What follows belongs to an exercise in optimizing a design on an open flow for small area, a short achievable clock period and few clock cycles per item; a production flow would make more cautious choices. RTL that was checked went through simulation tests only; none was proved equivalent to the original. No functional check of the RTL was part of runs 1 to 3. Power is estimated from default activity; no workload was simulated.

==> flow/design.v <==
module dsha256_ce (
    input  wire        clk,
    input  wire        rst_n,       
    input  wire        cmd_valid,
    output wire        cmd_ready,
    input  wire [15:0] cmd,
    output wire        rsp_valid,
    input  wire        rsp_ready,
    output wire        rsp_err,
    output wire [31:0] rsp_data
);
    localparam [1:0] PH_IDLE = 2'd0, PH_ABSORB = 2'd1, PH_DONE = 2'd2, PH_FAULT = 2'd3;
    localparam [2:0] SQ_IDLE = 3'd0,   
                     SQ_BLK  = 3'd1,   
                     SQ_F1   = 3'd2,   
                     SQ_F2   = 3'd3,   
                     SQ_P1   = 3'd4,   
                     SQ_P2   = 3'd5,   
                     SQ_TAG  = 3'd6;   
    function [31:0] rotr;
        input [31:0] x;
        input integer n;
        rotr = (x >> n) | (x << (32 - n));
    endfunction
    function [31:0] ivw;    
        input [2:0] i;
        case (i)
            3'd0: ivw = 32'h6a09e667; 3'd1: ivw = 32'hbb67ae85;
            3'd2: ivw = 32'h3c6ef372; 3'd3: ivw = 32'ha54ff53a;
            3'd4: ivw = 32'h510e527f; 3'd5: ivw = 32'h9b05688c;
            3'd6: ivw = 32'h1f83d9ab; default: ivw = 32'h5be0cd19;
        endcase
    endfunction
    reg [1:0]   phase;
    reg [2:0]   cause;
    reg [15:0]  fcmd;
    reg [60:0]  len;
    reg [31:0]  W [0:15];
    reg [31:0]  va, vb, vc, vd, ve, vf, vg, vh;
    reg [31:0]  h0, h1, h2, h3, h4, h5, h6, h7;
    reg [31:0]  kw;             
    reg         rsp_v, rsp_e, rsp_tag, rsp_stat;
    reg [2:0]   seq;
    reg         extra;          
    reg         kq;             
    reg [5:0]   j;
    reg         strm;           
    reg         p2m;            
    reg         rq;             
    reg         rl;             
    reg         ch_act;         
    reg [1:0]   ch_cnt;
    reg         ch_ivh, ch_ivv; 
    wire [5:0]  cnt = len[5:0];
    wire [1:0]  bj  = cnt[1:0];    
    wire busy   = (seq != SQ_IDLE) && (seq != SQ_TAG);
    wire can    = !busy && (!rsp_v || rsp_ready);
    assign cmd_ready = rst_n & can;
    assign rsp_valid = rst_n & rsp_v;
    assign rsp_err   = rsp_e;
    assign rsp_data  = rsp_tag  ? {h0[7:0], h0[15:8], h0[23:16], h0[31:24]} :
                       rsp_stat ? {fcmd, 8'h00, 1'b0, cause, 2'b00, phase} : 32'd0;
    wire acc = cmd_valid & can;
    wire [3:0] op    = cmd[15:12];
    wire       illop = (op >= 4'h6) && (op <= 4'hE);
    wire       illfld = !illop && ((cmd[11:8] != 4'd0) || ((op != 4'h2) && (cmd[7:0] != 8'd0)));
    wire       o_init = op == 4'h1, o_push = op == 4'h2, o_fin = op == 4'h3,
               o_rdtag = op == 4'h4, o_rdstat = op == 4'h5, o_rst = op == 4'hF;
    wire       seqerr = (o_init && phase == PH_FAULT) ||
                        ((o_push || o_fin) && phase != PH_ABSORB) ||
                        (o_rdtag && phase != PH_DONE);
    wire       lenovf = o_push && (&len);
    wire       rej    = illop || illfld || seqerr || lenovf;
    wire [2:0] cause_n = illop ? 3'd1 : illfld ? 3'd2 : seqerr ? 3'd3 : 3'd4;
    wire x_ok    = acc && !rej;
    wire x_init  = x_ok && o_init;
    wire x_push  = x_ok && o_push;
    wire x_fin   = x_ok && o_fin;
    wire x_rst   = x_ok && o_rst;
    wire [31:0] S0  = rotr(va, 2) ^ rotr(va, 13) ^ rotr(va, 22);
    wire [31:0] S1  = rotr(ve, 6) ^ rotr(ve, 11) ^ rotr(ve, 25);
    wire [31:0] chf = vg ^ (ve & (vf ^ vg));
    wire [31:0] maj = (va & vb) | (vc & (va | vb));
    wire [31:0] a_n = vh + kw + S1 + chf + S0 + maj;
    wire [31:0] e_n = vd + vh + kw + S1 + chf;
    wire [31:0] s0w = rotr(W[1], 7) ^ rotr(W[1], 18) ^ (W[1] >> 3);
    wire [31:0] s1w = rotr(W[14], 17) ^ rotr(W[14], 19) ^ (W[14] >> 10);
    wire [31:0] w_n = s1w + W[9] + s0w + W[0];
    wire        tagc  = (seq == SQ_TAG);
    wire [31:0] sum_a = (tagc ? 32'h6a09e667 : h3) + (tagc ? va : vd);
    wire [31:0] sum_e = h7 + vh;
    wire [31:0] iv_a  = ivw({1'b0, ~ch_cnt});       
    wire [31:0] iv_e  = ivw({1'b1, ~ch_cnt});       
    wire        ch_last = ch_act && (ch_cnt == 2'd3);
    wire        p2_go   = ch_last && (seq == SQ_P1);
    wire        kgo   = kq && (!ch_act || ch_last);
    wire        sgo   = kgo && strm;                  
    wire [6:0]  m     = p2m ? {1'b0, j} + 7'd8 : {1'b0, j} + 7'd1;    
    reg  [31:0] nword;
    always @(*) begin
        if (m[6])
            nword = 32'd0;
        else if (m[5:4] != 2'd0)
            nword = w_n;
        else if (p2m)
            nword = (m[3:0] == 4'd8)  ? 32'h80000000 :
                    (m[3:0] == 4'd15) ? 32'h00000100 : 32'd0;
        else if (!extra && m[3:0] == 4'd14)
            nword = len[60:29];
        else if (!extra && m[3:0] == 4'd15)
            nword = {len[28:0], 3'b000};
        else
            nword = 32'd0;
    end
    reg  [31:0] k;
    always @(*) begin
        case (j)
            6'd0:  k = 32'h428a2f98; 6'd1:  k = 32'h71374491; 6'd2:  k = 32'hb5c0fbcf; 6'd3:  k = 32'he9b5dba5;
            6'd4:  k = 32'h3956c25b; 6'd5:  k = 32'h59f111f1; 6'd6:  k = 32'h923f82a4; 6'd7:  k = 32'hab1c5ed5;
            6'd8:  k = 32'hd807aa98; 6'd9:  k = 32'h12835b01; 6'd10: k = 32'h243185be; 6'd11: k = 32'h550c7dc3;
            6'd12: k = 32'h72be5d74; 6'd13: k = 32'h80deb1fe; 6'd14: k = 32'h9bdc06a7; 6'd15: k = 32'hc19bf174;
            6'd16: k = 32'he49b69c1; 6'd17: k = 32'hefbe4786; 6'd18: k = 32'h0fc19dc6; 6'd19: k = 32'h240ca1cc;
            6'd20: k = 32'h2de92c6f; 6'd21: k = 32'h4a7484aa; 6'd22: k = 32'h5cb0a9dc; 6'd23: k = 32'h76f988da;
            6'd24: k = 32'h983e5152; 6'd25: k = 32'ha831c66d; 6'd26: k = 32'hb00327c8; 6'd27: k = 32'hbf597fc7;
            6'd28: k = 32'hc6e00bf3; 6'd29: k = 32'hd5a79147; 6'd30: k = 32'h06ca6351; 6'd31: k = 32'h14292967;
            6'd32: k = 32'h27b70a85; 6'd33: k = 32'h2e1b2138; 6'd34: k = 32'h4d2c6dfc; 6'd35: k = 32'h53380d13;
            6'd36: k = 32'h650a7354; 6'd37: k = 32'h766a0abb; 6'd38: k = 32'h81c2c92e; 6'd39: k = 32'h92722c85;
            6'd40: k = 32'ha2bfe8a1; 6'd41: k = 32'ha81a664b; 6'd42: k = 32'hc24b8b70; 6'd43: k = 32'hc76c51a3;
            6'd44: k = 32'hd192e819; 6'd45: k = 32'hd6990624; 6'd46: k = 32'hf40e3585; 6'd47: k = 32'h106aa070;
            6'd48: k = 32'h19a4c116; 6'd49: k = 32'h1e376c08; 6'd50: k = 32'h2748774c; 6'd51: k = 32'h34b0bcb5;
            6'd52: k = 32'h391c0cb3; 6'd53: k = 32'h4ed8aa4a; 6'd54: k = 32'h5b9cca4f; 6'd55: k = 32'h682e6ff3;
            6'd56: k = 32'h748f82ee; 6'd57: k = 32'h78a5636f; 6'd58: k = 32'h84c87814; 6'd59: k = 32'h8cc70208;
            6'd60: k = 32'h90befffa; 6'd61: k = 32'ha4506ceb; 6'd62: k = 32'hbef9a3f7; default: k = 32'hc67178f2;
        endcase
    end
    wire [31:0] ktap = p2m ? W[8] : W[15];
    reg [31:0] w15_n;
    always @(*) begin
        if (p2_go)
            w15_n = h6;                            
        else if (sgo)
            w15_n = nword;
        else if (x_push)
            w15_n = {W[15][23:0], cmd[7:0]};
        else
            case (bj)                              
                2'd0: w15_n = 32'h80000000;
                2'd1: w15_n = {W[15][7:0], 24'h800000};
                2'd2: w15_n = {W[15][15:0], 16'h8000};
                default: w15_n = {W[15][23:0], 8'h80};
            endcase
    end
    wire w15_en = p2_go || sgo || x_push || x_fin;
    integer i;
    always @(posedge clk) begin
        if (kgo) begin
            for (i = 0; i < 15; i = i + 1) W[i] <= W[i + 1];
        end
        if (w15_en) W[15] <= w15_n;
        if (p2_go) begin
            W[8]  <= sum_a; W[9]  <= h0; W[10] <= h1; W[11] <= h2;
            W[12] <= sum_e; W[13] <= h4; W[14] <= h5;
        end
        if (kgo) kw <= k + ktap;
        if (rq) begin
            va <= a_n; vb <= va; vc <= vb; vd <= vc;
            ve <= e_n; vf <= ve; vg <= vf; vh <= vg;
        end else if (ch_act) begin
            va <= ch_ivv ? iv_a : sum_a; vb <= va; vc <= vb; vd <= vc;
            ve <= ch_ivv ? iv_e : sum_e; vf <= ve; vg <= vf; vh <= vg;
        end
        if (ch_act) begin
            h0 <= ch_ivh ? iv_a : sum_a; h1 <= h0; h2 <= h1; h3 <= h2;
            h4 <= ch_ivh ? iv_e : sum_e; h5 <= h4; h6 <= h5; h7 <= h6;
        end
        if (tagc)
            h0 <= sum_a;
        if (!rst_n) begin
            phase  <= PH_IDLE;
            cause  <= 3'd0;
            fcmd   <= 16'd0;
            rsp_v  <= 1'b0;
            seq    <= SQ_IDLE;
            kq     <= 1'b0;
            rq     <= 1'b0;
            ch_act <= 1'b0;
        end else begin
            if (rsp_v && rsp_ready) rsp_v <= 1'b0;
            if (acc) begin
                rsp_v    <= 1'b1;
                rsp_e    <= rej;
                rsp_tag  <= !rej && o_rdtag;
                rsp_stat <= !rej && o_rdstat;
                if (rej) begin
                    if (phase != PH_FAULT) begin
                        phase <= PH_FAULT;
                        cause <= cause_n;
                        fcmd  <= cmd;
                    end
                end
            end
            if (x_rst) begin
                phase <= PH_IDLE;
                cause <= 3'd0;
                fcmd  <= 16'd0;
            end
            if (x_init) begin
                phase <= PH_ABSORB;
                len   <= 61'd0;
            end
            if (x_push) len <= len + 61'd1;
            if (ch_act) begin
                ch_cnt <= ch_cnt + 2'd1;
                if (ch_last) ch_act <= 1'b0;
            end
            if (kgo) begin
                rq <= 1'b1;
                rl <= (j == 6'd63);
                if (strm && j != 6'd63) begin
                    j <= j + 6'd1;
                end else begin
                    kq   <= 1'b0;
                    strm <= 1'b0;
                end
            end
            if (rq) begin
                rq <= kgo;
                if (rl) begin
                    ch_act <= 1'b1;
                    ch_cnt <= 2'd0;
                    ch_ivh <= 1'b0;
                    ch_ivv <= 1'b0;
                    case (seq)
                        SQ_BLK: seq <= SQ_IDLE;
                        SQ_F1: begin
                            if (extra) begin
                                seq   <= SQ_F2;
                                extra <= 1'b0;
                                kq    <= 1'b1;       
                                j     <= 6'd0;
                                strm  <= 1'b1;
                                p2m   <= 1'b0;
                            end else begin
                                seq    <= SQ_P1;
                                ch_ivv <= 1'b1;
                            end
                        end
                        SQ_F2: begin
                            seq    <= SQ_P1;
                            ch_ivv <= 1'b1;
                        end
                        default: begin    
                            seq    <= SQ_TAG;
                            ch_act <= 1'b0;
                        end
                    endcase
                end
            end
            if (p2_go) begin
                seq  <= SQ_P2;
                kq   <= 1'b1;
                j    <= 6'd0;
                strm <= 1'b1;
                p2m  <= 1'b1;
            end
            if (tagc) seq <= SQ_IDLE;
            if (x_push && bj == 2'd3) begin
                kq   <= 1'b1;
                j    <= {2'b00, cnt[5:2]};
                strm <= (cnt == 6'd63);
                p2m  <= 1'b0;
                if (cnt == 6'd63) seq <= SQ_BLK;
            end
            if (x_fin) begin
                phase <= PH_DONE;
                seq   <= SQ_F1;
                extra <= cnt >= 6'd56;
                kq    <= 1'b1;
                j     <= {2'b00, cnt[5:2]};
                strm  <= 1'b1;
                p2m   <= 1'b0;
            end
            if (x_init) begin
                kq     <= 1'b0;
                rq     <= 1'b0;
                ch_act <= 1'b1;
                ch_cnt <= 2'd0;
                ch_ivh <= 1'b1;
                ch_ivv <= 1'b1;
            end
        end
    end
endmodule
==> flow/run.sh <==
#!/bin/bash
# synth_recipe.tcl (not shown) runs the flow's synth.tcl, then flattens the netlist and writes it again
# the make line also repeats each setting of config.mk as NAME=value (left out here)
make -C /OpenROAD-flow-scripts/flow DESIGN_CONFIG=/design/flow/config.mk WORK_HOME=/design/flow/orfs CLKGATE_MAP_FILE= SYNTH_SCRIPT=/design/flow/synth_recipe.tcl finish
==> flow/config.mk <==
export PLATFORM = sky130hd
export DESIGN_NAME = dsha256_ce
export DESIGN_NICKNAME = dsha256_ce
export VERILOG_FILES = /design/flow/design.v
export SDC_FILE = /design/flow/constraint.sdc
export NUM_CORES = 4
export LEC_CHECK = 0
export CAP_MARGIN = 20
export CORE_MARGIN = 2
export CORE_UTILIZATION = 40
export SLEW_MARGIN = 20
==> flow/constraint.sdc <==
create_clock -name core_clock -period 10.0 [get_ports {clk}]
set_input_delay 2.0000 -clock core_clock [delete_from_list [all_inputs] [get_ports {clk}]]
set_output_delay 2.0000 -clock core_clock [all_outputs]
set_load 0.01 [all_outputs]
==> flow_summary.ini, run 1 <==
[status]
status = timing/DRC/antenna clean

[yosys]
synth_top_area_share = 0.509
syn_inst = 6001
synth_edf_count = 1134
netlist_area_um2 = 66900
ys_ff_latch = 1162
yosys_warnings = 2
synth_top_cell_by_area = edfxtp_1
synthesis.nets = 6530
synth_area_leaders = edfxtp_1 (51%), fa_1 (8.4%), nand2_1 (4.9%)
seq_area_frac_synth = 0.517
ys_types = 99
synthFlopType = edfxtp_1
async_flop_share = 0
syn-mean-instance-area_um2 = 11.1

[finish]
final_cell_mix = edfxtp_1 (1134), nand2_1 (878), inv_1 (636)
postLayoutCellArea_um2 = 74000
multiInputGateArea_um2 = 28900
layout_commonest_cell = edfxtp_1
top_regs = W: 512 flops, len: 61 flops
largest_reg_flops = 512
regMostFlops = W
drive_above_1_share = 0.0636
nets = 6512
area_growth_pct = 10.6
regArea_um2 = 34600
fin_util = 0.444
fillers = 15600

[setup_path]
cp_num_buf_inv = 5
cp_slowest_cell = edfxtp_1
max_stage_delay_ps = 520
end_kind = flop
crit_chain = xnor2_1 > xnor2_1 > inv_1 > fa_1 > inv_1 > fa_1 > inv_1 > fa_1 > inv_1 > ha_1 > fa_1 > a211oi_2 > o21ai_1 > a41oi_1 > a31oi_1 > buf_4 > o41ai_2 > o31ai_1 > o21ai_1 > mux2i_1 > o31ai_1 > and2_1
crit_family = adder cells
arrival_ps = 6880
crit_type = reg2reg
path_max_fanout = 5
startpoint_type = flop
cp_data_required_time_ps = 10520

[pwr]
power_frac_comb = 0.046
power_mw = 10.6
power_frac_seq = 0.499
power.share.clock = 0.454
p_int_mw = 8.14
p_per_area_nw_per_um2 = 143
vdd_drop_max_v = 0.000175
switchingPower_mw = 2.46
sw_frac_of_total = 0.232
p_leak_nw = 28.4

[clocking]
numCtsBuffers = 130
cts_buffer_depth = 3
cts_tree = done
clk_latency_ps = 780
htree_levels = 4
cts_resized = 0
cts.sinks = 1162
path_clk_slew_ps = 60
cts_setup_buffers = 0
hold_buffers = 0
cts-root-buf = clkbuf_16

[routing]
wirelength_um = 232000
dr_total_vias = 47000
viasPerCell = 5.67
drc = 0
drt-initial-drc-count = 6196
wl_per_cell_um = 28.0
ant_nets = 0
drt_pass1_iterations = 6

[sta]
fin_crit_sh = 0.636
fin_setup_tns_ps = 0
rsz0062_at_grt = no
period_needed_ps = 6360
setup_violations = 0
final-hold-violation-count = 0
slew_headroom = 0.205
finalMaxSlewViolations = 0
skew_ps = 53.0
finalWorstSetupSlack_ps = 3640
tightest_slew_ps = 1180
fmax_ghz = 0.157

[floorplan]
die_area_um2 = 171000
initial_utilization = 0.401
coreArea_um2 = 167000
die-width_um = 413
rows = 150
io_pins = 55
die_h_um = 413

[place]
placed_cell_area_um2 = 69800
place_ws_ps = 3640
gp_congestion = 1.00
dp_hpwl_um = 178000
numPortBuffers = 54

[global_routing]
antenna_found_initial = 15
grt_overflow = 0
grt_pass1_vias = 44600
grt_pass1_wl_um = 329000
grt_usage = 0.271
grt_max_degree = 179

[job]
max-cap-violations = 0

[hold_path]
worst_hold_path_type = reg2reg
-- Yosys cell counts, drive strengths merged (23+ instances only) --
master / instances
a211oi: 46
a21o: 104
a21oi: 308
a22oi: 30
a31oi: 43
and2: 47
and3: 33
buf: 38
clkbuf: 224
dfxtp: 28
edfxtp: 1134
fa: 280
ha: 229
inv: 638
mux2: 75
mux2i: 72
nand2: 880
nand2b: 60
nand3: 88
nand4: 31
nor2: 309
nor2b: 28
nor3: 73
o211ai: 25
o21a: 33
o21ai: 368
o21bai: 23
xnor2: 331
xor2: 139
-- cells by family after synthesis --
kind of cell	Yosys count	share of synthesized area
flops	1162	0.517
simple gates	1633	0.107
buf+inv	903	0.0510
compound gates	1166	0.110
fa+ha+maj	513	0.127
xor+xnor	470	0.0615
mux	154	0.0258
-- through the flow --
step / cells / hold WS [ps]
2_1_floorplan: 6001 / 400
4_1_cts: 8289 / 395
5_1_grt: 8289 / 397
3_3_place_gp: 8055 / 400
3_5_place_dp: 8055 / 405
6_report: 8300 / 396
-- worst paths after layout --
kind | from | end | slack, ps | depth (start not counted)
min reg2reg | W[4][16]$_DFFE_PP_ | W[3][16]$_DFFE_PP_ | 400 | 0
max reg2reg | ve[27]$_DFFE_PP_ | va[30]$_DFFE_PP_ | 3640 | 22
min | W[4][16]$_DFFE_PP_ | W[3][16]$_DFFE_PP_ | 400 | 0
max | ve[27]$_DFFE_PP_ | va[30]$_DFFE_PP_ | 3640 | 22
-- power by group through the flow --
| stage | logic, mW | clock network, mW | registers [mW] |
|---|---|---|---|
| 5_1_grt | 0.518 | 5.05 | 5.29 |
| 2_1_floorplan | 0.276 | 0 | 5.39 |
| 3_5_place_dp | 0.476 | 0 | 5.39 |
| 6_report | 0.492 | 4.82 | 5.29 |
| 4_1_cts | 0.478 | 4.87 | 5.29 |
| 3_3_place_gp | 0.478 | 0 | 5.39 |
-- metal layers --
metal | GRT usage | part of all wire
met5 | 0 | 0.00017
met2 | 0.409 | 0.44
met4 | 0.127 | 0.053
met3 | 0.0541 | 0.089
met1 | 0.374 | 0.41
-- area by class of cell --
type                            count  share of cell area
Sequential cell                  1162               0.468
Multi-Input combinational cell   3936               0.391
Clock buffer                      159              0.0463
Tap cell                         2204              0.0373
Inverter                          641              0.0326
Timing Repair Buffer              112              0.0140
Clock inverter                     75              0.0106
Antenna cell                       11            0.000372
==> run 2: changes to the inputs <==
--- a/flow/design.v
+++ b/flow/design.v
@@ -21,6 +21,10 @@
         input [31:0] x;
         input integer n;
         rotr = (x >> n) | (x << (32 - n));
+    endfunction
+    function [63:0] csa;    
+        input [31:0] x, y, z;
+        csa = {((x & y) | (x & z) | (y & z)) << 1, x ^ y ^ z};
     endfunction
     function [31:0] ivw;    
         input [2:0] i;
@@ -81,8 +85,12 @@
     wire [31:0] S1  = rotr(ve, 6) ^ rotr(ve, 11) ^ rotr(ve, 25);
     wire [31:0] chf = vg ^ (ve & (vf ^ vg));
     wire [31:0] maj = (va & vb) | (vc & (va | vb));
-    wire [31:0] a_n = vh + kw + S1 + chf + S0 + maj;
-    wire [31:0] e_n = vd + vh + kw + S1 + chf;
+    wire [63:0] t1c = csa(kw, S1, chf);                   
+    wire [63:0] ec  = csa(t1c[31:0], t1c[63:32], vd);
+    wire [63:0] ac1 = csa(t1c[31:0], t1c[63:32], S0);
+    wire [63:0] ac  = csa(ac1[31:0], ac1[63:32], maj);
+    wire [31:0] a_n = ac[31:0] + ac[63:32];
+    wire [31:0] e_n = ec[31:0] + ec[63:32];
     wire [31:0] s0w = rotr(W[1], 7) ^ rotr(W[1], 18) ^ (W[1] >> 3);
     wire [31:0] s1w = rotr(W[14], 17) ^ rotr(W[14], 19) ^ (W[14] >> 10);
     wire [31:0] w_n = s1w + W[9] + s0w + W[0];
@@ -134,6 +142,7 @@
         endcase
     end
     wire [31:0] ktap = p2m ? W[8] : W[15];
+    wire [31:0] hnxt = (rq || ch_act) ? vg : vh;          
     reg [31:0] w15_n;
     always @(*) begin
         if (p2_go)
@@ -161,7 +170,7 @@
             W[8]  <= sum_a; W[9]  <= h0; W[10] <= h1; W[11] <= h2;
             W[12] <= sum_e; W[13] <= h4; W[14] <= h5;
         end
-        if (kgo) kw <= k + ktap;
+        if (kgo) kw <= k + ktap + hnxt;
         if (rq) begin
             va <= a_n; vb <= va; vc <= vb; vd <= vc;
             ve <= e_n; vf <= ve; vg <= vf; vh <= vg;
--- a/flow/config.mk
+++ b/flow/config.mk
@@ -8,4 +8,5 @@
 export CAP_MARGIN = 20
 export CORE_MARGIN = 2
 export CORE_UTILIZATION = 40
+export SETUP_SLACK_MARGIN = 4.5
 export SLEW_MARGIN = 20
==> run 2 against run 1 <==
  * Synthesized cell count decreased by 4.5%
  * Critical endpoint is now va[31]$_DFFE_PN_
  * Synthesized area decreased by 3.3%
  * Cell count decreased by 2.7%
  * Highest routed layer unchanged
  * Sequential power about the same
  * Register-to-register slack improved by 720 ps
  * Utilization increased by 1.2 points
  * Critical path type unchanged
  * Sequential share of layout area increased by 0.45 points
  * Critical path depth decreased by 1
  * Non-clock buffer count increased by 84
  * Die area decreased by 3.3%
  * Routed wire length decreased by 2.5%
  * Global-route usage increased by 0.13 points
==> flow_summary.ini, run 2 <==
[clocking]
cts-root-buf = clkbuf_16
numCtsBuffers = 132
clk_latency_ps = 800
hold_buffers = 0
cts_tree = done
htree_levels = 4
cts.sinks = 1162
path_clk_slew_ps = 60
cts_buffer_depth = 3

[place]
dp_hpwl_um = 172000
gp_congestion = 0.996
numPortBuffers = 54
placed_cell_area_um2 = 67500
dp.cells = 7745

[sta]
tightest_slew_ps = 1210
slew_headroom = 0.187
fmax_ghz = 0.177
fin_setup_tns_ps = 0
finalMaxSlewViolations = 0
skew_ps = 56.8
fin_crit_sh = 0.564
rsz0062_at_grt = yes
final-hold-violation-count = 0
setup_violations = 0
fin_hold_ws_ps = 389
period_needed_ps = 5640

[floorplan]
rows = 147
die-width_um = 406
io_pins = 55
initial_utilization = 0.403
die_h_um = 406
coreArea_um2 = 161000
die_area_um2 = 165000

[yosys]
synth_edf_count = 1134
ys_types = 91
synth_top_area_share = 0.526
ys_ff_latch = 1162
yosys_warnings = 2
yosys-top-cells-count = edfxtp_1 (1134), nand2_1 (919), inv_1 (456)
yosysMostFrequentCell = edfxtp_1
syn_inst = 5732
seq_area_frac_synth = 0.535
synthesis.nets = 6196
netlist_area_um2 = 64700
synthFlopType = edfxtp_1
synth_area_leaders = edfxtp_1 (53%), fa_1 (6.8%), nand2_1 (5.3%)
syn-mean-instance-area_um2 = 11.3
async_flop_share = 0
synth_top_cell_by_area = edfxtp_1

[job]
max-cap-violations = 0

[setup_path]
end_kind = flop
reg2reg_setup_slack_ps = 4360
crit_type = reg2reg
arrival_ps = 6310
cp_data_required_time_ps = 10670
startpoint_type = flop
path_max_fanout = 3

[finish]
postLayoutCellArea_um2 = 73300
nets = 6271
top_regs = W: 512 flops, len: 61 flops
layout_commonest_cell = edfxtp_1
layoutNonFillerInstCount = 8072
area_growth_pct = 13.3
regMostFlops = W
drive_above_1_share = 0.0926
final_cell_mix = edfxtp_1 (1134), nand2_1 (914), inv_1 (447)
largest_reg_flops = 512

[global_routing]
grt_overflow = 0
antenna_found_initial = 11
grt_pass1_wl_um = 317000
grt_max_degree = 175
grt_usage = 0.272
grt_pass1_vias = 42800

[routing]
ant_nets = 0
drt_pass1_iterations = 6
viasPerCell = 5.58
dr_total_vias = 45100
wirelength_um = 227000
wl_per_cell_um = 28.1
drc = 0
drt-initial-drc-count = 5560

[pwr]
p_per_area_nw_per_um2 = 147
p_leak_nw = 27.6
vdd_drop_max_v = 0.000170

[hold_path]
worst_hold_path_type = reg2reg

[status]
status = timing/DRC/antenna clean
run 2: path summary, 6_finish.rpt:
check / cells past startpoint / endpoint / startpoint
worst max register to register: 21 / va[31]$_DFFE_PN_ / ve[26]$_DFFE_PN_
worst max-delay path: 21 / va[31]$_DFFE_PN_ / ve[26]$_DFFE_PN_
worst min register to register: 0 / W[4][4]$_DFFE_PP_ / W[5][4]$_DFFE_PP_
worst min-delay path: 0 / W[4][4]$_DFFE_PP_ / W[5][4]$_DFFE_PP_
run 2: repair_timing:
action                                  4_1_cts  5_1_grt
gates resized for setup                      98       87
pin swaps                                    26       39
gates cloned                                  1        0
endpoints found under the hold margin         0        0
endpoints found under the setup margin       39       43
setup buffers                                37       50
run 2: logic make-up (layout without fill, tap and decap cells):
family          after synthesis  in the layout  synth area share
simple gates               1644           1644             0.111
flops                      1162           1162             0.535
compound gates             1106           1106             0.106
buf+inv                     716            891            0.0417
xor+xnor                    485            485            0.0657
fa+ha+maj                   475            475             0.116
mux                         144            144            0.0248
other cells                   0              5                 0
run 2: cell type report:
cell class / instances / area [um2]
antenna: 5 / 12.5
clock buffer: 161 / 3420
clock inverter: 73 / 907
fill: 14800 / 87300
inverter: 461 / 1760
multi-input combinational: 3854 / 28100
sequential: 1162 / 34600
tap: 2160 / 2700
timing repair buffer: 196 / 1810
run 2: report_power, final:
part | switching (mW) | internal (mW)
Clock | 2.17 | 2.75
Combinational | 0.368 | 0.219
Sequential | 0.00780 | 5.29
run 2: stage by stage:
stage	setup WS [ps]	total power, mW	util
4_1_cts	4290	10.8	0.452
3_3_place_gp	3330	5.93	0.420
6_report	4360	10.8	0.456
5_1_grt	4260	11.1	0.456
3_5_place_dp	3290	5.92	0.420
2_1_floorplan	2860	5.74	-
run 2: critical path: stages (launching register included):
cell	delay (ps)
edfxtp_1	430
xnor2_2	290
xnor2_2	170
fa_1	470
inv_2	100
fa_1	450
fa_1	530
inv_2	50
ha_4	160
inv_2	60
fa_2	240
nor2b_4	50
o31a_1	290
a221oi_4	300
o21ai_2	130
and3_4	200
o41a_4	380
a311oi_4	330
o22ai_2	120
mux2i_1	150
o31ai_2	420
o311a_1	230
run 2: layer usage:
| layer | track usage | vias up | wire [um] |
|---|---|---|---|
| met4 | 0.126 | 6 | 11900 |
| met3 | 0.0542 | 372 | 18400 |
| met5 | 0 | - | 39 |
| li1 | - | 20200 | - |
| met1 | 0.387 | 22500 | 97900 |
| met2 | 0.399 | 1922 | 98500 |
==> run 3: changes to the inputs <==
--- a/flow/config.mk
+++ b/flow/config.mk
@@ -8,5 +8,5 @@
 export CAP_MARGIN = 20
 export CORE_MARGIN = 2
 export CORE_UTILIZATION = 40
-export SETUP_SLACK_MARGIN = 4.5
+export SETUP_SLACK_MARGIN = 5
 export SLEW_MARGIN = 20
==> run 3 against run 2 <==
  * Highest routed layer unchanged
  * Critical path type unchanged
  * Sequential power about the same
  * Combinational power is 19% higher
  * Hold slack lost 5.8 ps
  * Cell count up 1.2%
  * Critical path depth is 2 lower
  * Clock-buffer cell count fell by 16
  * Sequential cell count is the same
  * Critical endpoint unchanged
  * Global-route usage is essentially flat
==> flow_summary.ini, run 3 <==
[setup_path]
path_max_fanout = 5
crit_type = reg2reg
arrival_ps = 6210
end_kind = flop
r2r-start = ve[12]$_DFFE_PN_
startpoint_type = flop
cp_data_required_time_ps = 10670
reg2reg_depth = 19
reg2reg_setup_slack_ps = 4460
r2r-end = va[31]$_DFFE_PN_

[floorplan]
die_h_um = 406
die_area_um2 = 165000
initial_utilization = 0.403
rows = 147
io_pins = 55
die-width_um = 406
coreArea_um2 = 161000

[global_routing]
grt_pass1_vias = 42900
grt_usage = 0.272
antenna_found_initial = 14
grt_pass1_wl_um = 318000
grt_max_degree = 164
grt_overflow = 0

[routing]
drt-initial-drc-count = 6079
wirelength_um = 228000
viasPerCell = 5.64
drc = 0
drt_pass1_iterations = 8
wl_per_cell_um = 27.9
ant_nets = 0
dr_total_vias = 46100

[pwr]
vdd_drop_max_v = 0.000152
power.share.clock = 0.446
power_frac_seq = 0.489
power_frac_comb = 0.064
sw_frac_of_total = 0.230
p_int_mw = 8.34
power_mw = 10.8
switchingPower_mw = 2.49
p_per_area_nw_per_um2 = 143
p_leak_nw = 28.4

[finish]
top_regs = W: 512 flops, len: 61 flops
postLayoutCellArea_um2 = 75500
nets = 6369
regMostFlops = W
layout_commonest_cell = edfxtp_1
drive_above_1_share = 0.143
largest_reg_flops = 512
antennaDiodeCount = 0
area_growth_pct = 16.8
fillers = 14500
fin_util = 0.470
final_cell_mix = edfxtp_1 (1134), nand2_1 (907), inv_1 (439)

[hold_path]
worst_hold_path_type = reg2reg
hold_path_end = W[1][30]$_DFFE_PP_
min_path_cells = 0
worstHoldStart = W[2][30]$_DFFE_PP_

[yosys]
synthesis.nets = 6196
async_flop_share = 0
synth_edf_count = 1134
yosys_warnings = 2
ys_types = 91
seq_area_frac_synth = 0.535
synthFlopType = edfxtp_1
syn_inst = 5732
synth_area_leaders = edfxtp_1 (53%), fa_1 (6.8%), nand2_1 (5.3%)
netlist_area_um2 = 64700
yosysMostFrequentCell = edfxtp_1
synth_top_area_share = 0.526
yosys-top-cells-count = edfxtp_1 (1134), nand2_1 (919), inv_1 (456)
ys_ff_latch = 1162
synth_top_cell_by_area = edfxtp_1
syn-mean-instance-area_um2 = 11.3

[clocking]
cts_tree = done
cts-root-buf = clkbuf_16
hold_buffers = 0
cts_buffer_depth = 3
clk_latency_ps = 810
numCtsBuffers = 121
path_clk_slew_ps = 60
cts.sinks = 1162
htree_levels = 3

[sta]
setup_violations = 0
fin_crit_sh = 0.554
period_needed_ps = 5540
finalMaxSlewViolations = 0
tightest_slew_ps = 1220
fin_setup_tns_ps = 0
finalWorstSetupSlack_ps = 4460
fmax_ghz = 0.180
final-hold-violation-count = 0
slew_headroom = 0.182
skew_ps = 89.1
rsz0062_at_grt = yes

[place]
gp_congestion = 1.01
placed_cell_area_um2 = 67500
place_ws_ps = 3470
numPortBuffers = 54
dp_hpwl_um = 169000

[job]
max-cap-violations = 0

[status]
status = timing/DRC/antenna clean
-- run 3: cell types whose count changed in the layout (fill, tap and decap cells not counted), sizes merged --
cell and delta:
bufinv +9, inv -9, clkinvlp +8, clkinv +2
dlygate4sd2 +1, clkbuf -16, buf +106, bufbuf +3
dlymetal6s2s +1, clkdlybuf4s50 -3, diode -5
-- run 3: power groups by stage --
stage	logic [mW]	clock network, mW	registers (mW)
2_1_floorplan	0.342	0	5.40
3_3_place_gp	0.530	0	5.40
3_5_place_dp	0.524	0	5.40
4_1_cts	0.630	4.90	5.29
5_1_grt	0.740	5.06	5.29
6_report	0.696	4.83	5.30
-- run 3: logic make-up (layout without fill, tap and decap cells) --
kind of cell / Yosys count / count (layout) / synth area share
AO/OA/AOI/OAI: 1106 / 1106 / 0.106
XOR/XNOR: 485 / 485 / 0.0657
adder cells (fa/ha/maj): 475 / 475 / 0.116
buffers and inverters: 716 / 993 / 0.0417
flip-flops: 1162 / 1162 / 0.535
multiplexers: 144 / 144 / 0.0248
AND/OR/NAND/NOR: 1644 / 1644 / 0.111
-- run 3: routing by layer --
layer | wire length (um) | global-route usage | vias to the layer above
li1 | - | - | 20400
met1 | 97600 | 0.396 | 23000
met2 | 98500 | 0.398 | 2276
met3 | 19200 | 0.0425 | 402
met4 | 12600 | 0.126 | 8
met5 | 61 | 0 | -
-- run 3: worst max-delay path, cell delays in order, from the launching register on --
cell and delay [ps]:
edfxtp_1 470, xnor2_1 190, xnor2_1 320, fa_1 510, inv_2 130, fa_1 430
inv_1 80, fa_1 450, ha_4 290, a21o_1 160, a21o_1 200, a221oi_4 350
o21ai_2 120, and3_4 210, o41a_4 460, a311oi_4 250, o22ai_2 120, mux2i_2 180
o31ai_4 290, o311a_1 210
-- run 3: final cells by class --
cell class	count	area, um2	share of cell area
Inverter	461	1760	0.0234
Clock buffer	145	3160	0.0418
Sequential cell	1162	34600	0.458
Tap cell	2160	2700	0.0358
Multi-Input combinational cell	3854	29400	0.390
Timing Repair inverter	1	7.51	0.0000994
Timing Repair Buffer	304	2790	0.0370
Clock inverter	82	1060	0.0140
-- run 3: worst max path at each step --
| stage | end | slack, ps | from | depth (start not counted) |
|---|---|---|---|---|
| 6_report | va[31]$_DFFE_PN_ | 4460 | ve[12]$_DFFE_PN_ | 19 |
| 3_3_place_gp | p2m$_SDFFCE_PP0P_ | 3490 | cmd[12] | 11 |
| 4_1_cts | va[31]$_DFFE_PN_ | 4470 | ve[12]$_DFFE_PN_ | 21 |
| 5_1_grt | va[31]$_DFFE_PN_ | 4290 | ve[12]$_DFFE_PN_ | 21 |
| 3_5_place_dp | kw[31]$_DFFE_PP_ | 3470 | j[1]$_DFFE_PP_ | 24 |
| 2_1_floorplan | W[10][0]$_DFFE_PP_ | 2860 | ch_act$_SDFF_PN0_ | 4 |
-- run 3: stage by stage --
step | hold WS, ps | std cells
4_1_cts | 388 | 8094
3_3_place_gp | 400 | 7740
5_1_grt | 399 | 8169
2_1_floorplan | 400 | 5732
3_5_place_dp | 405 | 7740
6_report | 384 | 8169
-- run 3: what timing repair did --
item,CTS,global route
gates resized for setup,282,197
cloned,5,0
endpoints found under the setup margin,154,216
setup buffers,122,75
pin swaps,82,93
hold endpoints to repair,0,0
==> run 4: changes to the inputs <==
--- a/flow/design.v
+++ b/flow/design.v
@@ -76,24 +76,28 @@
     wire       lenovf = o_push && (&len);
     wire       rej    = illop || illfld || seqerr || lenovf;
     wire [2:0] cause_n = illop ? 3'd1 : illfld ? 3'd2 : seqerr ? 3'd3 : 3'd4;
-    wire x_ok    = acc && !rej;
-    wire x_init  = x_ok && o_init;
-    wire x_push  = x_ok && o_push;
-    wire x_fin   = x_ok && o_fin;
-    wire x_rst   = x_ok && o_rst;
+    wire rsv0    = cmd[11:8] == 4'd0;
+    wire imm0    = cmd[7:0] == 8'd0;
+    wire x_init  = acc && o_init && rsv0 && imm0 && phase != PH_FAULT;
+    wire x_push  = acc && o_push && rsv0 && phase == PH_ABSORB && !(&len);
+    wire x_fin   = acc && o_fin && rsv0 && imm0 && phase == PH_ABSORB;
+    wire x_rst   = acc && o_rst && rsv0 && imm0;
     wire [31:0] S0  = rotr(va, 2) ^ rotr(va, 13) ^ rotr(va, 22);
     wire [31:0] S1  = rotr(ve, 6) ^ rotr(ve, 11) ^ rotr(ve, 25);
     wire [31:0] chf = vg ^ (ve & (vf ^ vg));
     wire [31:0] maj = (va & vb) | (vc & (va | vb));
-    wire [63:0] t1c = csa(kw, S1, chf);                   
-    wire [63:0] ec  = csa(t1c[31:0], t1c[63:32], vd);
-    wire [63:0] ac1 = csa(t1c[31:0], t1c[63:32], S0);
-    wire [63:0] ac  = csa(ac1[31:0], ac1[63:32], maj);
+    wire [63:0] ac1 = csa(kw, chf, maj);
+    wire [63:0] ac2 = csa(ac1[31:0], ac1[63:32], S1);
+    wire [63:0] ac  = csa(ac2[31:0], ac2[63:32], S0);
+    wire [63:0] ec1 = csa(kw, chf, vd);
+    wire [63:0] ec  = csa(ec1[31:0], ec1[63:32], S1);
     wire [31:0] a_n = ac[31:0] + ac[63:32];
     wire [31:0] e_n = ec[31:0] + ec[63:32];
     wire [31:0] s0w = rotr(W[1], 7) ^ rotr(W[1], 18) ^ (W[1] >> 3);
     wire [31:0] s1w = rotr(W[14], 17) ^ rotr(W[14], 19) ^ (W[14] >> 10);
-    wire [31:0] w_n = s1w + W[9] + s0w + W[0];
+    wire [63:0] wc1 = csa(W[9], W[0], s0w);
+    wire [63:0] wc  = csa(wc1[31:0], wc1[63:32], s1w);
+    wire [31:0] w_n = wc[31:0] + wc[63:32];
     wire        tagc  = (seq == SQ_TAG);
     wire [31:0] sum_a = (tagc ? 32'h6a09e667 : h3) + (tagc ? va : vd);
     wire [31:0] sum_e = h7 + vh;
--- a/flow/config.mk
+++ b/flow/config.mk
@@ -8,5 +8,5 @@
 export CAP_MARGIN = 20
 export CORE_MARGIN = 2
 export CORE_UTILIZATION = 40
-export SETUP_SLACK_MARGIN = 5
+export SETUP_SLACK_MARGIN = 4
 export SLEW_MARGIN = 20
==> run 4 against run 3 <==
  * Sequential share of layout area grew 1.5 points
  * Worst setup slack got worse by 250 ps
  * Hold slack better by 7.2 ps
  * Combinational power fell by 19%
==> flow_summary.ini, run 4 <==
[status]
status = timing/DRC/antenna clean

[setup_path]
r2r-end = kw[31]$_DFFE_PP_
end_kind = flop
cp_data_required_time_ps = 10500
reg2reg_setup_slack_ps = 4210
r2r-start = j[1]$_DFFE_PP_
cp_slowest_cell = or4_1
startpoint_type = flop
path_max_fanout = 20
crit_type = reg2reg
reg2reg_depth = 23
crit_chain = buf_6 > clkinvlp_4 > buf_4 > ha_4 > nand2_1 > a21oi_2 > nor2_1 > a21oi_1 > o221ai_1 > nor2_1 > a21oi_1 > fa_1 > ha_1 > fa_1 > a21oi_2 > o21ai_1 > a22oi_2 > o22ai_4 > a2111oi_4 > nor4_1 > or4_1 > a21oi_1 > xnor2_1
max_stage_delay_ps = 510
arrival_ps = 6290
worst_path_most_repeated_cell = a21oi_1

[sta]
fmax_ghz = 0.173
fin_hold_ws_ps = 391
fin_setup_tns_ps = 0
tightest_slew_ps = 1260
rsz0062_at_grt = yes
setup_violations = 0
finalWorstSetupSlack_ps = 4210
final-hold-violation-count = 0
finalMaxSlewViolations = 0
fin_crit_sh = 0.579
skew_ps = 54.6
slew_headroom = 0.163
period_needed_ps = 5790

[yosys]
synthesis.nets = 6181
synth_area_leaders = edfxtp_1 (52%), fa_1 (7.7%), nand2_1 (4.9%)
syn-mean-instance-area_um2 = 11.5
synth_edf_count = 1134
yosys_warnings = 2
seq_area_frac_synth = 0.528
netlist_area_um2 = 65600
synth_top_area_share = 0.519
ys_ff_latch = 1162
async_flop_share = 0
ys_types = 107
synthFlopType = edfxtp_1
yosysMostFrequentCell = edfxtp_1
syn_inst = 5685
yosys-top-cells-count = edfxtp_1 (1134), nand2_1 (864), inv_1 (369)
synth_top_cell_by_area = edfxtp_1

[routing]
drt_pass1_iterations = 6
dr_total_vias = 46300
drc = 0
wl_per_cell_um = 29.1
ant_nets = 0
wirelength_um = 232000
viasPerCell = 5.80
drt-initial-drc-count = 6971

[global_routing]
grt_usage = 0.272
grt_overflow = 0
grt_max_degree = 172
grt_pass1_wl_um = 325000
grt_pass1_vias = 43200
antenna_found_initial = 7

[hold_path]
worstHoldStart = W[3][5]$_DFFE_PP_
worst_hold_path_type = reg2reg
min_path_cells = 0
hold_path_end = W[2][5]$_DFFE_PP_

[place]
dp_hpwl_um = 177000
place_ws_ps = 3100
numPortBuffers = 54
gp_congestion = 0.964

[finish]
regArea_um2 = 34600
layout_commonest_cell = edfxtp_1
drive_above_1_share = 0.0798
regMostFlops = W
top_regs = W: 512 flops, len: 61 flops
final_cell_mix = edfxtp_1 (1134), nand2_1 (860), inv_1 (364)
fillers = 15000
area_growth_pct = 11.6
multiInputGateArea_um2 = 28800
fin_util = 0.450
largest_reg_flops = 512
nets = 6196

[clocking]
cts-root-buf = clkbuf_16
hold_buffers = 0
cts.sinks = 1162
numCtsBuffers = 130
clk_latency_ps = 790
path_clk_slew_ps = 60
cts_buffer_depth = 3
cts_tree = done
htree_levels = 4

[floorplan]
coreArea_um2 = 163000
rows = 148
initial_utilization = 0.403
die-width_um = 409
die_area_um2 = 167000
io_pins = 55
die_h_um = 409

[job]
max-cap-violations = 0

[pwr]
vdd_drop_max_v = 0.000149
p_leak_nw = 26.9
p_per_area_nw_per_um2 = 149
==> run 4: cell types whose count changed after synthesis, moves of 22 or more <==
cell and delta:
a21oi_1 +22, fa_1 +32, inv_1 -87, mux2_2 +43, nand2_1 -55, o21ai_0 -38
==> run 4: area by class of cell <==
type,count,area share
Clock buffer,159,0.0467
Sequential cell,1162,0.473
Multi-Input combinational cell,3902,0.393
Tap cell,2175,0.0372
Timing Repair Buffer,132,0.0168
Antenna cell,2,0.0000684
Inverter,372,0.0195
Clock inverter,74,0.0134
==> run 4: how the worst max path moves through the flow <==
stage                 startpoint                  to  slack [ps]  cells past startpoint
2_1_floorplan  ch_act$_SDFF_PN0_  W[10][0]$_DFFE_PP_        2900                      4
3_3_place_gp      j[0]$_DFFE_PP_    kw[31]$_DFFE_PP_        3090                     23
3_5_place_dp      j[0]$_DFFE_PP_    kw[31]$_DFFE_PP_        3100                     23
4_1_cts           j[1]$_DFFE_PP_    kw[31]$_DFFE_PP_        4000                     23
5_1_grt           j[1]$_DFFE_PP_    kw[30]$_DFFE_PP_        3970                     21
6_report          j[1]$_DFFE_PP_    kw[31]$_DFFE_PP_        4210                     23
==> run 4: what timing repair did <==
| action | CTS | global route |
|---|---|---|
| setup endpoints to repair | 17 | 11 |
| cloned | 0 | 1 |
| resized for setup | 17 | 32 |
| pin swaps | 0 | 6 |
| buffers inserted | 0 | 21 |
==> run 4: metrics by stage <==
stage / power, mW / area, um2 / std cells
after CTS: 10.9 / 72900 / 7954
final: 10.9 / 73200 / 7978
after global routing: 11.1 / 73200 / 7976
after detailed placement: 5.93 / 68400 / 7721
after global placement: 5.94 / 68400 / 7720
after floorplan: 5.74 / 65600 / 5685
==> run 4: cell families after synthesis <==
kind of cell / share of synthesized area
AO/OA/AOI/OAI: 0.109
XOR/XNOR: 0.0627
adder cells (fa/ha/maj): 0.124
buffers and inverters: 0.0362
flip-flops: 0.528
multiplexers: 0.0312
AND/OR/NAND/NOR: 0.109
==> run 4: worst max-delay path, delay by kind of cell, from the launching register on <==
| kind | cells | cell delay [ps] |
|---|---|---|
| AO/OA/AOI/OAI | 10 | 2090 |
| AND/OR/NAND/NOR | 5 | 1080 |
| flip-flops | 1 | 370 |
| XOR/XNOR | 1 | 80 |
| adder cells (fa/ha/maj) | 4 | 1380 |
| buffers and inverters | 3 | 490 |
==> run 4: per-layer routing <==
layer  up-vias  track usage  routed length, um
met2      2433        0.395              99500
li1      20300            -                  -
met3       335       0.0562              23800
met4         4       0.0931               8880
met5         -            0                 27
met1     23200        0.404              99900
==> run 4: power by group <==
part | switching [mW] | internal [mW] | leakage (nW)
registers | 0.0119 | 5.29 | 10.6
logic | 0.366 | 0.199 | 14.2
clock network | 2.12 | 2.88 | 2.10
Testbench counts of run 4, summed over its fixed seeds: cycles 49,215, messages 193.
==> run 5: changes to the inputs <==
--- a/flow/config.mk
+++ b/flow/config.mk
@@ -8,5 +8,7 @@
 export CAP_MARGIN = 20
 export CORE_MARGIN = 2
 export CORE_UTILIZATION = 40
-export SETUP_SLACK_MARGIN = 4
+export CTS_BUF_LIST = sky130_fd_sc_hd__clkbuf_8
+export CTS_CLUSTER_SIZE = 30
+export SETUP_SLACK_MARGIN = 5
 export SLEW_MARGIN = 20
==> run 5 against run 4 <==
  * First-iteration DRC count shrank 4.4%
  * Synthesized cell count is the same
  * Largest cell class unchanged
  * Routed wire length grew 2.6%
  * Clock power shrank 14%
  * Register-to-register slack gained 640 ps
  * Fmax grew 12%
==> flow_summary.ini, run 5 <==
[status]
status = timing/DRC/antenna clean

[finish]
drive_above_1_share = 0.138
final_cell_mix = edfxtp_1 (1134), nand2_1 (847), inv_1 (420)
top_regs = W: 512 flops, len: 61 flops
layout_commonest_cell = edfxtp_1
largest_reg_flops = 512
area_growth_pct = 14.5
nets = 6405
layoutNonFillerInstCount = 8257
regMostFlops = W

[setup_path]
startpoint_type = flop
max_stage_delay_ps = 510
cp_slowest_cell = fa_1
crit_chain = maj3_2 > fa_1 > inv_2 > fa_1 > inv_1 > fa_1 > ha_2 > inv_2 > fa_2 > nand2b_4 > a2111oi_4 > o211ai_1 > buf_4 > a32oi_4 > a21oi_2 > o2111ai_2 > a21oi_1 > and3b_2 > a311oi_2
path_max_fanout = 3
worst_path_most_repeated_cell = fa_1
crit_type = reg2reg
end_kind = flop
arrival_ps = 5810
cp_data_required_time_ps = 10660
crit_family = adder cells
cp_num_buf_inv = 4

[sta]
tightest_slew_ps = 1210
fin_crit_sh = 0.515
fin_setup_tns_ps = 0
rsz0062_at_grt = yes
slew_headroom = 0.186
skew_ps = 115
fmax_ghz = 0.194
final-hold-violation-count = 0
finalMaxSlewViolations = 0
period_needed_ps = 5150
setup_violations = 0

[routing]
viasPerCell = 5.74
drt-initial-drc-count = 6665
dr_total_vias = 47400
ant_nets = 0
wl_per_cell_um = 28.8
wirelength_um = 238000
drt_pass1_iterations = 7
drc = 0

[global_routing]
antenna_found_initial = 17
grt_max_degree = 188
grt_pass1_vias = 45100
grt_usage = 0.279
grt_pass1_wl_um = 332000
grt_overflow = 0

[yosys]
synthesis.nets = 6181
synth_edf_count = 1134
ys_ff_latch = 1162
async_flop_share = 0
synth_top_cell_by_area = edfxtp_1
netlist_area_um2 = 65600
ys_types = 107
seq_area_frac_synth = 0.528
syn_inst = 5685
syn-mean-instance-area_um2 = 11.5
synth_top_area_share = 0.519
yosys-top-cells-count = edfxtp_1 (1134), nand2_1 (864), inv_1 (369)
synthFlopType = edfxtp_1
yosysMostFrequentCell = edfxtp_1
synth_area_leaders = edfxtp_1 (52%), fa_1 (7.7%), nand2_1 (4.9%)
yosys_warnings = 2

[clocking]
cts_buffer_depth = 3
cts.sinks = 1162
clk_latency_ps = 1020
hold_buffers = 0
path_clk_slew_ps = 70
cts-root-buf = clkbuf_8
cts_tree = done
numCtsBuffers = 194
htree_levels = 4

[pwr]
switchingPower_mw = 2.61
power.share.clock = 0.418
p_leak_nw = 28.0
p_int_mw = 7.67
power_frac_seq = 0.516
power_frac_comb = 0.066
vdd_drop_max_v = 0.000161
p_per_area_nw_per_um2 = 137
sw_frac_of_total = 0.254

[floorplan]
die-width_um = 409
initial_utilization = 0.403
die_h_um = 409
die_area_um2 = 167000
coreArea_um2 = 163000
io_pins = 55
rows = 148

[place]
gp_congestion = 0.993
numPortBuffers = 54
dp_hpwl_um = 177000
dp.cells = 7721

[job]
max-cap-violations = 0

[hold_path]
worst_hold_path_type = reg2reg
-- run 5: changes by cell type in the layout (fill, tap and decap cells not counted), sizes merged, moves of 3 or more --
cell / previous run / this run
buf: 77 / 217
inv: 373 / 437
clkbuf: 160 / 200
clkinv: 46 / 81
bufinv: 16 / 8
diode: 2 / 8
bufbuf: 0 / 4
clkdlybuf4s50: 54 / 51
-- run 5: through the flow --
step           power (mW)  utilization  hold slack (ps)  setup slack (ps)  cell area [um2]
2_1_floorplan        5.74            -              400              2900            65600
3_3_place_gp         5.94        0.420              401              3240            68400
3_5_place_dp         5.94        0.420              405              3130            68400
4_1_cts              10.3        0.454              367              4750            73900
5_1_grt              10.6        0.462              383              4690            75100
6_report             10.3        0.462              390              4850            75100
-- run 5: final timing paths --
| kind | start | endpoint | slack, ps | depth (start not counted) |
|---|---|---|---|---|
| worst min-delay path | W[6][13]$_DFFE_PP_ | W[5][13]$_DFFE_PP_ | 390 | 0 |
| worst max register to register | va[1]$_DFFE_PN_ | va[31]$_DFFE_PN_ | 4850 | 19 |
| worst max-delay path | va[1]$_DFFE_PN_ | va[31]$_DFFE_PN_ | 4850 | 19 |
| worst min register to register | W[6][13]$_DFFE_PP_ | W[5][13]$_DFFE_PP_ | 390 | 0 |
-- run 5: final cells by class --
type | count | area (um2)
well taps | 2175 | 2720
flip-flops and latches | 1162 | 34600
diodes | 8 | 20.0
repair buffers | 276 | 2600
fillers | 14900 | 87600
clock buffers | 198 | 2730
multi-input cells | 3903 | 29800
clock inverters | 163 | 1170
inverters | 372 | 1460
-- run 5: repair_timing --
action | CTS | global route
buffers inserted | 95 | 63
gates cloned | 4 | 2
resized for setup | 192 | 143
endpoints found under the setup margin | 96 | 52
pin swaps | 37 | 69
-- run 5: logic make-up after synthesis --
family / count (synthesis) / synth area share
AO/OA/AOI/OAI: 1128 / 0.109
XOR/XNOR: 469 / 0.0627
adder cells (fa/ha/maj): 506 / 0.124
buffers and inverters: 621 / 0.0362
flip-flops: 1162 / 0.528
multiplexers: 183 / 0.0312
AND/OR/NAND/NOR: 1616 / 0.109
-- run 5: power groups by stage --
stage	clock (mW)	sequential, mW	combinational [mW]
global placement	0	5.40	0.538
floorplan	0	5.40	0.341
finish	4.30	5.30	0.677
CTS	4.35	5.30	0.609
detailed placement	0	5.40	0.532
global route	4.56	5.30	0.720
-- run 5: metal layers --
metal | track usage | share of wire | routed length, um
met1 | 0.403 | 0.42 | 99900
met2 | 0.404 | 0.43 | 102000
met3 | 0.0643 | 0.11 | 25900
met4 | 0.107 | 0.042 | 9890
met5 | 0 | 0.00038 | 91
==> run 6: changes to the inputs <==
--- a/flow/config.mk
+++ b/flow/config.mk
@@ -8,7 +8,5 @@
 export CAP_MARGIN = 20
 export CORE_MARGIN = 2
 export CORE_UTILIZATION = 40
-export CTS_BUF_LIST = sky130_fd_sc_hd__clkbuf_8
-export CTS_CLUSTER_SIZE = 30
 export SETUP_SLACK_MARGIN = 5
 export SLEW_MARGIN = 20
==> run 6 against run 5 <==
  * Clock-buffer cell count down 44
  * Largest cell class unchanged
  * Highest routed layer unchanged
  * Sequential power about the same
  * Critical path depth did not move
  * Critical endpoint unchanged
  * Cell count fell by 1.6%
==> flow_summary.ini, run 6 <==
[finish]
nets = 6344
layoutNonFillerInstCount = 8124
postLayoutCellArea_um2 = 75800
regArea_um2 = 34600
largest_reg_flops = 512
top_regs = W: 512 flops, len: 61 flops
drive_above_1_share = 0.134
fin_util = 0.466
regMostFlops = W
area_growth_pct = 15.6
final_cell_mix = edfxtp_1 (1134), nand2_1 (852), inv_1 (352)
fillers = 14700
layout_commonest_cell = edfxtp_1
multiInputGateArea_um2 = 29900

[sta]
tightest_slew_ps = 1240
fin_hold_ws_ps = 394
skew_ps = 74.8
period_needed_ps = 5200
rsz0062_at_grt = yes
fin_crit_sh = 0.520
slew_headroom = 0.166
fmax_ghz = 0.192
fin_setup_tns_ps = 0
final-hold-violation-count = 0
finalMaxSlewViolations = 0
finalWorstSetupSlack_ps = 4800
setup_violations = 0

[yosys]
synth_area_leaders = edfxtp_1 (52%), fa_1 (7.7%), nand2_1 (4.9%)
yosysMostFrequentCell = edfxtp_1
ys_types = 107
netlist_area_um2 = 65600
synth_edf_count = 1134
synthesis.nets = 6181
syn_inst = 5685
seq_area_frac_synth = 0.528
yosys_warnings = 2
syn-mean-instance-area_um2 = 11.5
ys_ff_latch = 1162
synth_top_cell_by_area = edfxtp_1
yosys-top-cells-count = edfxtp_1 (1134), nand2_1 (864), inv_1 (369)
async_flop_share = 0
synth_top_area_share = 0.519
synthFlopType = edfxtp_1

[setup_path]
max_stage_delay_ps = 510
crit_type = reg2reg
worst_path_most_repeated_cell = fa_1
path_max_fanout = 3
arrival_ps = 5660
startpoint_type = flop
cp_slowest_cell = fa_1
cp_num_buf_inv = 4
end_kind = flop
cp_data_required_time_ps = 10460
crit_family = adder cells
crit_chain = maj3_2 > fa_1 > inv_2 > fa_1 > inv_1 > fa_1 > ha_2 > inv_2 > fa_2 > nand2b_4 > a2111oi_4 > o211ai_1 > buf_4 > a32oi_4 > a21oi_4 > o2111ai_2 > a21oi_1 > and3b_2 > a311oi_2

[routing]
drt_pass1_iterations = 8
wirelength_um = 237000
viasPerCell = 5.79
ant_nets = 0
drc = 0
wl_per_cell_um = 29.2
drt-initial-drc-count = 6284
dr_total_vias = 47100

[clocking]
path_clk_slew_ps = 60
htree_levels = 4
cts-root-buf = clkbuf_16
clk_latency_ps = 820
numCtsBuffers = 132
cts_tree = done
cts.sinks = 1162
cts_buffer_depth = 3

[floorplan]
io_pins = 55
die-width_um = 409
die_h_um = 409
rows = 148
die_area_um2 = 167000
initial_utilization = 0.403
coreArea_um2 = 163000

[global_routing]
grt_max_degree = 188
grt_overflow = 0
grt_usage = 0.277
antenna_found_initial = 8
grt_pass1_vias = 44400
grt_pass1_wl_um = 331000

[pwr]
vdd_drop_max_v = 0.000166
power_mw = 11.0
p_per_area_nw_per_um2 = 146
p_leak_nw = 28.0

[place]
placed_cell_area_um2 = 68400
gp_congestion = 0.993
dp_hpwl_um = 177000
numPortBuffers = 54
place_ws_ps = 3130
dp.cells = 7721

[job]
max-cap-violations = 0

[status]
status = timing/DRC/antenna clean

[hold_path]
worst_hold_path_type = reg2reg
==> run 6: layout make-up <==
class,instances,share of cell area
Clock buffer,154,0.0451
Clock inverter,80,0.0147
Timing Repair Buffer,277,0.0336
Multi-Input combinational cell,3903,0.395
Tap cell,2175,0.0359
Sequential cell,1162,0.457
Antenna cell,1,0.0000330
Inverter,372,0.0190
==> run 6: kinds of logic (layout without fill, tap and decap cells) <==
| group | Yosys count | after routing | share of synthesized area |
|---|---|---|---|
| mux | 183 | 183 | 0.0312 |
| xor+xnor | 469 | 469 | 0.0627 |
| buf+inv | 621 | 883 | 0.0362 |
| flops | 1162 | 1162 | 0.528 |
| other cells | 0 | 1 | 0 |
| compound gates | 1128 | 1128 | 0.109 |
| simple gates | 1616 | 1617 | 0.109 |
| fa+ha+maj | 506 | 506 | 0.124 |
==> run 6: report_power, final <==
group	leakage [nW]	internal [mW]	switching, mW
combinational	15.2	0.270	0.412
sequential	10.6	5.29	0.0105
clock	2.15	2.85	2.21
total	28.0	8.41	2.63
==> run 6: final timing paths <==
path / from / end / slack [ps] / depth (start not counted)
max: va[1]$_DFFE_PN_ / va[31]$_DFFE_PN_ / 4800 / 19
min: W[4][6]$_DFFE_PP_ / W[3][6]$_DFFE_PP_ / 390 / 0
max reg2reg: va[1]$_DFFE_PN_ / va[31]$_DFFE_PN_ / 4800 / 19
min reg2reg: W[4][6]$_DFFE_PP_ / W[3][6]$_DFFE_PP_ / 390 / 0
==> run 6: what timing repair did <==
item / 4_1_cts / 5_1_grt
cloned: 2 / 2
hold buffers: 0 / 0
pin swaps: 43 / 93
resized for setup: 173 / 185
setup buffers: 79 / 82
setup endpoints to repair: 97 / 120
==> run 6: layer usage <==
metal / vias to the layer above / part of all wire / GRT usage
met1: 23800 / 0.43 / 0.404
li1: 20500 / - / -
met2: 2385 / 0.43 / 0.408
met4: 4 / 0.039 / 0.0956
met5: - / 0.000088 / 0
met3: 359 / 0.098 / 0.0596

what the ideal ports hide:
How much do the figures lean on ideal ports? The routed layouts below were timed once more, with nothing changed but the port constraints. Step 1: set_driving_cell puts a clkbuf_16 on clk and a buf_2 on each other input, an assumption about the parent block. Step 2, shift: input delay + t, output delay - t, t = (earliest + latest rising clock arrival at the registers) / 2. This alone moves slack from input paths to output paths. a / b / c = no drivers / after step 1 / after step 2; a / b = the first two.
run | t (ns) | setup slack, ns | latest minus earliest clock arrival (ns) | slew at the worst register clock pin (ns)
run 1 | 0.848 | 3.642 / 3.642 / 3.616 | 0.056 / 0.056 | 0.07 / 0.07
run 2 | 0.847 | 4.358 / 4.358 / 4.132 | 0.063 / 0.063 | 0.07 / 0.07
run 3 | 0.836 | 4.459 / 4.459 / 4.281 | 0.089 / 0.090 | 0.08 / 0.08
run 4 | 0.849 | 4.209 / 4.209 / 3.848 | 0.056 / 0.056 | 0.07 / 0.07
run 5 | 1.035 | 4.848 / 4.848 / 4.121 | 0.117 / 0.116 | 0.07 / 0.07
run 6 | 0.858 | 4.796 / 4.796 / 4.248 | 0.078 / 0.078 | 0.07 / 0.07
After both steps setup and hold are still met in every run listed. For run 5, which loses most, drivers alone change the setup slack by 0.000 ns; drivers and shift together by -0.727 ns.
